From an optimization exercise on the open Yosys and OpenROAD flow, aimed at small area, a short achievable clock period and few clock cycles; shortcuts taken in it are not production practice. The RTL was checked by simulation tests, not by an equivalence proof against the original design. No driver is modelled on the clock port, so clocking that relies on it looks cheaper here than on a real chip.

== red ==
Design motor_loop, start of the top module:
module motor_loop (
    input  wire        clk,
    input  wire        rst,            
    input  wire        cmd_valid,
    output wire        cmd_ready,
    input  wire [3:0]  cmd_op,
    input  wire [7:0]  cmd_imm,
    input  wire [15:0] meas_current,   
    input  wire [15:0] meas_clicks,    
    input  wire [15:0] bus_voltage,    
    output reg         done,
    output reg  [6:0]  duty_a,
    output reg  [6:0]  duty_b,
    output reg  [7:0]  v_out           
);
    assign cmd_ready = 1'b1;
    function [23:0] add24(input [23:0] a, input [23:0] b, input ci);
        integer i;
        reg c;
        begin
            c = ci;
            for (i = 0; i < 24; i = i + 1) begin
                add24[i] = a[i] ^ b[i] ^ c;
                c = (a[i] & b[i]) | (c & (a[i] ^ b[i]));
            end
        end
    endfunction
    reg        a_v, rst_q;
    reg [3:0]  a_op;
    reg [7:0]  a_imm;
    reg [15:0] a_cur, a_clk, a_vb;
    always @(posedge clk) begin
        a_v   <= cmd_valid && !rst;
        rst_q <= rst;
        a_op  <= cmd_op;
        a_imm <= cmd_imm;
        a_cur <= meas_current;
        a_clk <= meas_clicks;
        a_vb  <= bus_voltage;
    end
    reg signed [7:0]  setpoint;
    reg        [1:0]  law;
    reg signed [16:0] last_error;
    reg signed [22:0] integral_error;
    reg signed [13:0] acc;
    reg        [1599:0] ring;         
    reg        [6:0]  fill;           
    reg               full;           
  ...
Size in the first run: ~3800 cells after synthesis, ~87 I/O pins.
==> flow/config.mk <==
export PLATFORM = sky130hd
export DESIGN_NAME = motor_loop
export DESIGN_NICKNAME = motor_loop
export VERILOG_FILES = /design/flow/design.v
export SDC_FILE = /design/flow/constraint.sdc
export NUM_CORES = 4
export LEC_CHECK = 0
export ABC_AREA = 1
export CAP_MARGIN = 20
export CORE_MARGIN = 2
export CORE_UTILIZATION = 40
export CTS_BUF_LIST = sky130_fd_sc_hd__clkbuf_16
export CTS_CLUSTER_DIAMETER = 60
export CTS_CLUSTER_SIZE = 30
export SLEW_MARGIN = 20
==> flow/constraint.sdc <==
create_clock -name core_clock -period 120.0 [get_ports {clk}]
set_input_delay 24.0000 -clock core_clock [delete_from_list [all_inputs] [get_ports {clk}]]
set_output_delay 24.0000 -clock core_clock [all_outputs]
set_load 0.01 [all_outputs]
standard.sh (not shown) runs the stock make flow with config.mk's settings and CLKGATE_MAP_FILE= SYNTH_SCRIPT=/design/flow/synth_recipe.tcl, a recipe that flattens the netlist after the stock synthesis.
==> flow/flow/run.sh <==
#!/bin/bash
# Standard layout, except that the port buffers buffer_ports inserts
# (clkdlybuf4s50_1, a delay cell) are swapped for plain buffers after CTS.
set -euo pipefail
here=$(pwd)
res=$here/orfs/results/$FLOW_PLATFORM/motor_loop/base
bash standard.sh cts > $here/standard_cts.log 2>&1
openroad -no_init -exit $here/flow/port_buffers.tcl > $here/port_buffers.log 2>&1
bash standard.sh > $here/standard_finish.log 2>&1
test -f $here/out/final.def
==> flow/flow/port_buffers.tcl <==
# Swap the port buffers for plain buffers and re-legalise the placement.
set plat $::env(FLOW_HOME)/platforms/$::env(FLOW_PLATFORM)
set res [pwd]/orfs/results/$::env(FLOW_PLATFORM)/motor_loop/base
read_liberty $plat/lib/sky130_fd_sc_hd__tt_025C_1v80.lib
read_db $res/4_cts.odb
set n 0
foreach inst [[ord::get_db_block] getInsts] {
  set name [$inst getName]
  set m [[$inst getMaster] getName]
  if {$m ne "sky130_fd_sc_hd__clkdlybuf4s50_1"} { continue }
  if {![regexp {^(input|output)[0-9]+$} $name]} { continue }
  set fo 0
  foreach it [$inst getITerms] {
    if {[$it isOutputSignal]} {
      set net [$it getNet]
      if {$net ne "NULL"} { set fo [expr {[llength [$net getITerms]] + [llength [$net getBTerms]] - 1}] }
    }
  }
  set new [expr {$fo > 2 ? "sky130_fd_sc_hd__buf_2" : "sky130_fd_sc_hd__buf_1"}]
  if {[string match output* $name]} { set new sky130_fd_sc_hd__buf_2 }
  replace_cell [get_cells $name] $new
  incr n
}
puts "replaced $n port buffers"
detailed_placement
check_placement -verbose
write_db $res/4_cts.odb
Testbench counts of red, summed over its fixed seeds: cycles 32,016.
diff inputs: red => blue
- a change of CORE_UTILIZATION from 40 to 65
- a change of CTS_CLUSTER_DIAMETER from 60 to 70
- a change of CTS_CLUSTER_SIZE from 30 to 35
==> flow/flow/run.sh <==
#!/bin/bash
# Standard layout with three changes:
#  - synthesis leaves adders to ABC (no full/half-adder cell extraction) and
#    maps with an area-oriented ABC script (flow/abc_area.script, used through
#    a copy of ORFS's scripts folder); flip-flop mapping is the standard one,
#    so the registers are the same;
#  - CTS without dummy load cells (clock_tree_synthesis -dont_use_dummy_load);
#  - the port buffers buffer_ports inserts (clkdlybuf4s50_1, a delay cell) are
#    swapped for plain buffers after CTS (flow/port_buffers.tcl).
set -euo pipefail
here=$(pwd)
rm -rf $here/scripts_abc
cp -r $FLOW_HOME/scripts $here/scripts_abc
cp $here/flow/abc_area.script $here/scripts_abc/abc_area.script
bash standard.sh synth "SCRIPTS_DIR=$here/scripts_abc" "ADDER_MAP_FILE=" > $here/standard_synth.log 2>&1
cts_args="-sink_clustering_enable -repair_clock_nets -sink_clustering_size 35"
cts_args="$cts_args -sink_clustering_max_diameter 70 -buf_list sky130_fd_sc_hd__clkbuf_16"
cts_args="$cts_args -dont_use_dummy_load"
bash standard.sh cts "CTS_ARGS=$cts_args" > $here/standard_cts.log 2>&1
openroad -no_init -exit $here/flow/port_buffers.tcl > $here/port_buffers.log 2>&1
bash standard.sh > $here/standard_finish.log 2>&1
test -f $here/out/final.def
==> flow/flow/abc_area.script (new file) <==
strash
dc2
strash
dch -f
map -a
topo
stime -c
Results
Delta (blue minus red): total core area saw a decrease. Compared with red, blue shows a number of distinct library cells after synthesis that is 12% lower. Delta (blue minus red): wire length up 4.9%. Lower combined area of all synthesized cells goes to blue over red.
[inputs] green vs blue
==> flow/flow/abc_area.script <==
strash
dc2
strash
dch -f
amap
topo
stime -c
Results
Per the final summary, green finished and its layout is clean on timing, DRC and antenna.
For the layout net count, green came in about 4% lower than blue did.
Shortest clock period the worst path allows after layout on green is behind blue.
green — area fraction in compound gates after synthesis 6.3 points higher, blue as reference
duty_b[2] as the beginning of the critical path was reported by blue, and v_out[5] by green.
Between blue and green, the actual transition at the worst max-transition pin is higher for blue.
Against blue, green comes in 14 ps lower on setup slack after layout.
Looking at blue and green, the area growth from synthesis to layout is a wash.
What orange does differently from green at the input level:
- swapping 65 for 40 in CORE_UTILIZATION
==> flow/flow/run.sh <==
#!/bin/bash
# Standard layout with two changes:
#  - CTS without dummy load cells (clock_tree_synthesis -dont_use_dummy_load);
#  - the port buffers buffer_ports inserts (clkdlybuf4s50_1, a delay cell) are
#    swapped for plain buffers after CTS (flow/port_buffers.tcl).
set -euo pipefail
here=$(pwd)
cts_args="-sink_clustering_enable -repair_clock_nets -sink_clustering_size 35"
cts_args="$cts_args -sink_clustering_max_diameter 70 -buf_list sky130_fd_sc_hd__clkbuf_16"
cts_args="$cts_args -dont_use_dummy_load"
bash standard.sh cts "CTS_ARGS=$cts_args" > $here/standard_cts.log 2>&1
openroad -no_init -exit $here/flow/port_buffers.tcl > $here/port_buffers.log 2>&1
bash standard.sh > $here/standard_finish.log 2>&1
test -f $here/out/final.def
removed: flow/flow/abc_area.script
--- outcome ---
~same layout buffering overhead excluding clock cells in orange and green. v_out[7] as the capturing element of the worst setup path was reported by orange, and v_out[5] by green. Of the two candidates, green has the better final period demand of the worst path and orange the worse one.
[inputs] purple vs orange
- CORE_UTILIZATION now 65, was 40
==> comparison <==
orange ended up with v_out[7] as its start point of the critical path; purple ended up with v_out[0]. purple ended with more global-route usage than orange. v_out[7] as the capturing element of the worst setup path was reported by orange, and v_out[0] by purple. NOTE: relative area change from synthesis to final layout in purple falls short of that of orange. From orange to purple the numbers moved as follows: total of fill cells in the finished design went down about 54%; minimum period implied by the final worst setup slack went down 23 ps; worst setup slack went up 23 ps.

re-timing with driven ports:
How much do the figures lean on ideal ports? The routed layouts below were timed once more, with nothing changed but the port constraints.
Step 1: set_driving_cell puts a clkbuf_16 on clk and a buf_2 on each other input, an assumption about the parent block.
Step 2 times the ports against the registers' clock, not the clock port: input delays grow and output delays shrink by t, the midpoint of the rising clock arrivals with the driver on.
a / b / c = ideal ports / drivers / drivers and shift; a / b = the first two.
run	shift t [ns]	slack for setup (ns)	worst setup path after step 2	worst slew at a driven data input, ns
red	0.827	94.749 / 94.671 / 95.378	input to register	0.04
blue	0.704	94.832 / 94.762 / 95.372	input to register	0.05
green	0.717	94.818 / 94.749 / 95.295	input to register	0.04
orange	0.777	94.799 / 94.725 / 95.348	input to register	0.04
purple	0.724	94.822 / 94.754 / 95.276	input to register	0.04
After both steps setup and hold are still met in every run listed.
